From an optimization exercise on the open Yosys and OpenROAD flow, aimed at small area; shortcuts taken in it are not production practice. The RTL was checked by simulation tests, not by an equivalence proof against the original design. No activity file was given, so power comes from the tool's default toggle rates. The flow treats the clock pin as an ideal source, which a real chip does not have.

## itcs_softled
module itcs_softled (
  input             clk,
  input             rst,
  input             cmd_valid,
  input      [7:0]  cmd_op,
  input      [7:0]  cmd_ch,
  input      [15:0] cmd_a,
  input             cmd_f0,
  output reg        rsp_valid,
  output reg        rsp_result,
  output reg        rsp_err,
  output            frame_start,
  output     [7:0]  led_out
);
Size: ~1700 cells after synthesis, ~610 flip-flops, ~48 I/O pins, roughly 19000 sq um of cells after synthesis.
==> flow/config.mk <==
export PLATFORM = sky130hd
export DESIGN_NAME = itcs_softled
export DESIGN_NICKNAME = itcs_softled
export VERILOG_FILES = /design/flow/design.v
export SDC_FILE = /design/flow/constraint.sdc
export NUM_CORES = 4
export LEC_CHECK = 0
export CAP_MARGIN = 20
export CORE_MARGIN = 2
export CORE_UTILIZATION = 60
export PLACE_DENSITY = 0.75
export SLEW_MARGIN = 20
==> flow/constraint.sdc <==
create_clock -name core_clock -period 30.0 [get_ports {clk}]
set_input_delay 6.0000 -clock core_clock [delete_from_list [all_inputs] [get_ports {clk}]]
set_output_delay 6.0000 -clock core_clock [all_outputs]
set_load 0.01 [all_outputs]
standard.sh (not shown) runs the stock make flow with config.mk's settings and CLKGATE_MAP_FILE= SYNTH_SCRIPT=/design/flow/synth_recipe.tcl, a recipe that flattens the netlist after the stock synthesis.
==> flow/flow/run.sh <==
#!/bin/bash
export CTS_ARGS="-sink_clustering_enable -repair_clock_nets -dont_use_dummy_load -sink_clustering_size 30 -sink_clustering_max_diameter 100 -buf_list sky130_fd_sc_hd__clkbuf_16"
export BUFFER_PORTS_ARGS="-buffer_cell sky130_fd_sc_hd__buf_1"
bash standard.sh > standard.log 2>&1
Edit:
--- a/flow/design.v
+++ b/flow/design.v
@@ -99,24 +99,16 @@
   wire        op_wr   = (cmd_op == 8'h24);
   wire        op_rise = (cmd_op == 8'h25);
   wire        op_nop  = (cmd_op == 8'h00);
   wire        op_led  = op_att | op_on | op_off | op_tog | op_wr | op_rise;
   wire        ch_ok   = (cmd_ch[7:3] == 5'd0);
   wire [6:0]  c_v     = (cmd_a > 16'd100) ? 7'd100 : cmd_a[6:0];
   wire [14:0] c_nm    = (cmd_a[15:1] == 15'd0) ? 15'd1 : cmd_a[15:1];
   wire [2:0]  c_pc    = cmd_op[2:0] + 3'd1;     
-  wire [2:0]  c_st    = r_st[cmd_ch[2:0] - hl];
-  wire        c_att   = ch_ok & (c_st != ST_NA);
-  wire        c_seton = (c_st == ST_ON) | (c_st == ST_ACT) | (c_st[2] & ~c_st[1]);
-  wire        c_want  = op_on | (op_tog & ~c_seton) | (op_wr & (cmd_a != 16'd0));
-  wire        c_start = c_att & (op_on | op_off | op_tog | op_wr) & (c_want != c_seton) &
-                        ((c_st == ST_OFF) | (c_st == ST_ON));
-  wire        c_late  = c_start | (c_att & op_rise);
-  reg  [6:0]  rcnt;
   wire [6:0]  b_v     = B[6:0];
   wire        b_f0    = B[14];
   wire        want_on = (pc == PC_ON)  ? 1'b1 :
                         (pc == PC_OFF) ? 1'b0 :
                         (pc == PC_TOG) ? ~h_seton :
                                          (b_v != 7'd0);
   wire        is_sw   = (pc == PC_ON) | (pc == PC_OFF) | (pc == PC_TOG) | (pc == PC_WR);
   wire        edge_end = e_edge & sw;
@@ -188,37 +180,33 @@
   end
   wire job_rise = cmd_here & (pc == PC_RISE) & h_att;
   wire job_edge = fs & sw & h_ramp;
   always @(posedge clk) begin
     if (rst) begin
       eng       <= E_IDLE;
       pc        <= PC_NONE;
       rsp_valid <= 1'b0;
-      rcnt      <= 7'd0;
     end else begin
-      rsp_valid <= (cmd_valid & ~c_late) | (rcnt == 7'd1);
-      if (cmd_valid & c_late)  rcnt <= (c_start & cmd_f0) ? 7'd98 : 7'd82;
-      else if (rcnt == 7'd1)   rcnt <= 7'd0;
-      else                     rcnt <= {rcnt[5:0], rcnt[6] ^ rcnt[5]};
+      rsp_valid <= cmd_here | (cmd_valid & ~(op_led & ch_ok));
       if (cmd_valid && op_led && ch_ok) pc <= c_pc;
       if (cmd_here)                     pc <= PC_NONE;
       case (eng)
         E_IDLE:         if (job_rise) eng <= E_MULB;
                         else if (job_edge) eng <= E_EDGE;
         E_EDGE:         if (sw) eng <= settle ? E_IDLE : h_curve ? E_MULA : E_MULB;
         E_MULA:         if (sw) eng <= E_DIVA;
         E_MULB:         if (sw) eng <= E_DIVB;
         E_DIVA:         if (sw) eng <= E_MULB;
         default:        if (sw) eng <= E_IDLE;
       endcase
     end
   end
   always @(posedge clk) begin
-    rsp_result <= cmd_valid & op_att & ch_ok & (c_st == ST_NA);
+    rsp_result <= cmd_here & (pc == PC_ATT) & ~h_att;
     rsp_err    <= cmd_valid & ~op_nop & ~op_led;
     if (cmd_valid && op_led && ch_ok) begin
       cur <= cmd_ch[2:0];
       B   <= op_rise ? c_nm : {cmd_f0, 7'd0, c_v};
     end
     if (ph == 11'd7) begin
       fs  <= 1'b1;
       cur <= 3'd0;
Result: Final area goes down by 3.3%. Total power drops by 2.9%. Maximum frequency grows by 3.2%. Synthesized cell count came out lower by 4.0%. Sequential share of layout area climbs by 1.4 points.

-- separate check: timing with driven ports --
The results above use ideal ports. As a check the final layouts listed here were re-extracted and re-timed, cells and wires unchanged.
Step 1: set_driving_cell puts a clkbuf_16 on clk and a buf_2 on each other input, an assumption about the parent block.
Step 2 times the ports against the registers' clock, not the clock port: input delays grow and output delays shrink by t, the midpoint of the rising clock arrivals with the driver on.
Slacks: ideal ports / drivers / drivers and shift; pairs: ideal ports / drivers.
run	t, ns	setup slack, ns	hold WS [ns]	worst setup path at the end	pins driven straight from the clock port
the first run	0.597	21.219 / 21.222 / 20.624	0.324 / 0.324 / 0.324	input to register	1
the second run	0.609	21.494 / 21.471 / 20.862	0.314 / 0.314 / 0.314	input to register	1
After both steps every run listed still meets setup and hold. The setup slack of the second run, which loses most, moves by -0.023 ns with the drivers and by -0.632 ns with both steps.
